Background: an optimization exercise with open tools, aiming at small area. Do not read the settings as production practice.
Function was checked by simulation only, so behaviour that the tests miss may differ from the original.
The clock port is modelled as an ideal driver; clocking choices that lean on that would not hold on a real chip.
Power and IR drop assume default switching activity.

Setup of oak:
## segcodec
module segcodec (
    input             clk,
    input             rst,
    input             h_req,
    input             h_we,
    input      [1:0]  h_size,     
    input      [12:0] h_addr,
    input      [31:0] h_wdata,
    output            h_done,
    output reg        h_err,
    output reg [31:0] h_rdata,
    output reg        mem_en,
    output reg        mem_we,
    output reg [3:0]  mem_be,
    output reg [8:0]  mem_addr,
    output reg [31:0] mem_wdata,
    input      [31:0] mem_rdata
);
For scale: roughly 1000 cells after synthesis, roughly 130 flip-flops, roughly 160 I/O pins.
==> flow/config.mk <==
export PLATFORM = sky130hd
export DESIGN_NAME = segcodec
export DESIGN_NICKNAME = segcodec
export VERILOG_FILES = /design/flow/design.v
export SDC_FILE = /design/flow/constraint.sdc
export NUM_CORES = 4
export LEC_CHECK = 0
export ABC_AREA = 1
export CAP_MARGIN = 0
export CORE_MARGIN = 2
export CORE_UTILIZATION = 45
export GPL_TIMING_DRIVEN = 0
export SLEW_MARGIN = 0
==> flow/constraint.sdc <==
create_clock -name core_clock -period 6.0 [get_ports {clk}]
set_input_delay 1.2000 -clock core_clock [delete_from_list [all_inputs] [get_ports {clk}]]
set_output_delay 1.2000 -clock core_clock [all_outputs]
set_load 0.01 [all_outputs]
standard.sh (not shown) runs the stock make flow with config.mk's settings and CLKGATE_MAP_FILE= SYNTH_SCRIPT=/design/flow/synth_recipe.tcl, a recipe that flattens the netlist after the stock synthesis.
==> flow/flow/run.sh <==
#!/bin/bash
# Standard ORFS layout (the standard.sh) with three changes:
#  - minimum-size port buffers (buf_1) instead of the resizer's pick,
#  - a small balanced clock tree built by hand before CTS (flow/clocktree.tcl):
#    one root buffer and ten leaf buffers (TritonCTS then skips the net),
#  - an area-targeted ABC restructuring of the combinational logic after
#    floorplan (registers are left as synthesised).
set -euo pipefail
here=$(pwd)
export BUFFER_PORTS_ARGS="-buffer_cell sky130_fd_sc_hd__buf_1"
export CTS_ARGS="-sink_clustering_enable -repair_clock_nets -dont_use_dummy_load -buf_list {sky130_fd_sc_hd__clkbuf_4 sky130_fd_sc_hd__clkbuf_8}"
export PRE_CTS_TCL="$here/flow/clocktree.tcl"
export CLOCK_LEAVES=10
export CLOCK_LEAF_CELL=sky130_fd_sc_hd__clkbuf_8
export CLOCK_ROOT_CELL=sky130_fd_sc_hd__clkbuf_8
export POST_FLOORPLAN_TCL="$here/flow/restructure.tcl"
export RESTRUCTURE_DIR="$here/restructure"
mkdir -p "$RESTRUCTURE_DIR"
python3 flow/filter_lib.py "$FLOW_HOME/platforms/sky130hd/lib/sky130_fd_sc_hd__tt_025C_1v80.lib" "$RESTRUCTURE_DIR/abc.lib" > filter_lib.log 2>&1
bash standard.sh > standard.log 2>&1
==> flow/flow/clocktree.tcl <==
# Manual two-level clock tree: the register clock pins are split into
# CLOCK_LEAVES groups of nearby pins; each group gets one leaf
# buffer at its centroid, and a root buffer next to the leaves' centroid
# drives the leaves, so the clock port feeds a single cell.
set leaf_cell  $::env(CLOCK_LEAF_CELL)
set root_cell  $::env(CLOCK_ROOT_CELL)
set block [ord::get_db_block]
set dbu [$block getDbUnitsPerMicron]
set net [[$block findBTerm clk] getNet]
set clk_net_name [$net getName]
set sinks {}
foreach it [$net getITerms] {
  if {[$it isInputSignal] || [$it getIoType] == "INPUT"} {
    set inst [$it getInst]
    set bb [$inst getBBox]
    set x [expr {([$bb xMin] + [$bb xMax]) / 2.0 / $dbu}]
    set y [expr {([$bb yMin] + [$bb yMax]) / 2.0 / $dbu}]
    lappend sinks [list $x $y "[$inst getName]/[[$it getMTerm] getName]"]
  }
}
# Split items into k groups by recursive bisection along the longer side of
# each group's bounding box, group sizes in proportion to the leaf counts.
proc bisect {items k} {
  if {$k <= 1 || [llength $items] <= 1} { return [list $items] }
  set xs [lmap s $items {lindex $s 0}]
  set ys [lmap s $items {lindex $s 1}]
  set w [expr {[tcl::mathfunc::max {*}$xs] - [tcl::mathfunc::min {*}$xs]}]
  set h [expr {[tcl::mathfunc::max {*}$ys] - [tcl::mathfunc::min {*}$ys]}]
  set axis [expr {$w >= $h ? 0 : 1}]
  set k1 [expr {$k / 2}]
  set k2 [expr {$k - $k1}]
  set n1 [expr {int(round(double([llength $items]) * $k1 / $k))}]
  set sorted [lsort -real -index $axis $items]
  return [concat [bisect [lrange $sorted 0 [expr {$n1 - 1}]] $k1] \
                 [bisect [lrange $sorted $n1 end] $k2]]
}
set groups [bisect $sinks $::env(CLOCK_LEAVES)]
set i 0
set leaf_pins {}
set cxs {}; set cys {}
foreach g $groups {
  set sx 0.0; set sy 0.0
  foreach s $g { set sx [expr {$sx + [lindex $s 0]}]; set sy [expr {$sy + [lindex $s 1]}] }
  set cx [expr {$sx / [llength $g]}]; set cy [expr {$sy / [llength $g]}]
  lappend cxs $cx; lappend cys $cy
  set pins [lmap s $g {get_pins [lindex $s 2]}]
  puts "clock leaf $i: [llength $g] sinks at ($cx, $cy)"
  insert_buffer -buffer_cell $leaf_cell -net $clk_net_name -load_pins $pins \
    -location [list $cx $cy] -buffer_name clkleaf_$i -net_name clknet_leaf_$i
  incr i
}
# the clock net now feeds only the leaf buffers
foreach it [$net getITerms] {
  lappend leaf_pins [get_pins "[[$it getInst] getName]/[[$it getMTerm] getName]"]
}
set rx [expr {([tcl::mathfunc::min {*}$cxs] + [tcl::mathfunc::max {*}$cxs]) / 2.0}]
set ry [expr {([tcl::mathfunc::min {*}$cys] + [tcl::mathfunc::max {*}$cys]) / 2.0}]
insert_buffer -buffer_cell $root_cell -net $clk_net_name -load_pins $leaf_pins \
  -location [list $rx $ry] -buffer_name clkroot -net_name clknet_root
Other scripts of this flow, unchanged in this note and not shown: flow/flow/filter_lib.py, flow/flow/restructure.tcl
oak finished every step from synthesis to the final layout, and the layout passed the timing, design-rule and antenna checks.
### oak -> pine
# oak
export LEC_CHECK = 0
export ABC_AREA = 1
export CAP_MARGIN = 0
export CORE_MARGIN = 2
export CORE_UTILIZATION = 45
export GPL_TIMING_DRIVEN = 0
export SLEW_MARGIN = 0
create_clock -name core_clock -period 6.0 [get_ports {clk}]
# pine
export LEC_CHECK = 0
export ABC_AREA = 1
export CAP_MARGIN = 20
export CORE_MARGIN = 2
export CORE_UTILIZATION = 45
export GPL_TIMING_DRIVEN = 0
export SLEW_MARGIN = 20
create_clock -name core_clock -period 6.0 [get_ports {clk}]
==> summary.txt <==
- Compared with oak, pine shows a lower maximum achievable frequency.
- Summary — total power per unit cell area, pine relative to oak: higher, by 0.72%.
- Layout overhead on the synthesized area | pine below oak
- Diff pine..oak | power | negligible
- Total number of vias: pine worse than oak
- Proportion of cell area occupied by registers essentially unchanged between pine and oak.
- Going from oak to pine, number of filler instances in the final layout fell 9, minimum setup slack in the final design went down 130 ps, worst hold slack across all endpoints flat, number of global-route vias before repair moved down.
Input-level comparison between birch and pine:
diff --git a/flow/flow/run.sh b/flow/flow/run.sh
--- a/flow/flow/run.sh
+++ b/flow/flow/run.sh
@@ -3,5 +3,5 @@
 #  - minimum-size port buffers (buf_1) instead of the resizer's pick,
 #  - a small balanced clock tree built by hand before CTS (flow/clocktree.tcl):
-#    one root buffer and ten leaf buffers (TritonCTS then skips the net),
+#    one root buffer and nine leaf buffers (TritonCTS then skips the net),
 #  - an area-targeted ABC restructuring of the combinational logic after
 #    floorplan (registers are left as synthesised).
@@ -11,5 +11,5 @@
 export CTS_ARGS="-sink_clustering_enable -repair_clock_nets -dont_use_dummy_load -buf_list {sky130_fd_sc_hd__clkbuf_4 sky130_fd_sc_hd__clkbuf_8}"
 export PRE_CTS_TCL="$here/flow/clocktree.tcl"
-export CLOCK_LEAVES=10
+export CLOCK_LEAVES=9
 export CLOCK_LEAF_CELL=sky130_fd_sc_hd__clkbuf_8
 export CLOCK_ROOT_CELL=sky130_fd_sc_hd__clkbuf_8
Results
birch vs. pine: sequential share of cell area about even; data arrival time at the worst-slack endpoint fell 70 ps; total power fell about 1.3%; wire length of the first global-routing pass about even; global-route usage about even.
birch against pine; wire length on met1 is up slightly.
In the flow results for pine and birch, the minimum setup slack among reg-to-reg paths is smaller on pine.
Status: cell area parity (birch, pine)
Detailed placer's ending HPWL: birch vs pine identical

-- re-timing with driven ports --
The results above use ideal ports. As a check the final layouts listed here were re-extracted and re-timed, cells and wires unchanged.
Step 1 assumes that a clkbuf_16 drives the clock port and a buf_2 every other input.
Step 2 times the ports against the registers' clock, not the clock port: input delays grow and output delays shrink by t, the midpoint of the rising clock arrivals with the driver on.
Slacks: ideal / step 1 / step 2; pairs: ideal / step 1.
run	shift t [ns]	slack for setup (ns)	worst slew at a driven data input, ns
oak	0.454	0.395 / 0.354 / 0.340	0.04
pine	0.462	0.264 / 0.225 / 0.552	0.04
birch	0.442	0.331 / 0.294 / 0.539	0.04
After both steps setup and hold are still met in every run listed. For oak, which loses most, drivers alone change the setup slack by -0.041 ns; drivers and shift together by -0.055 ns.
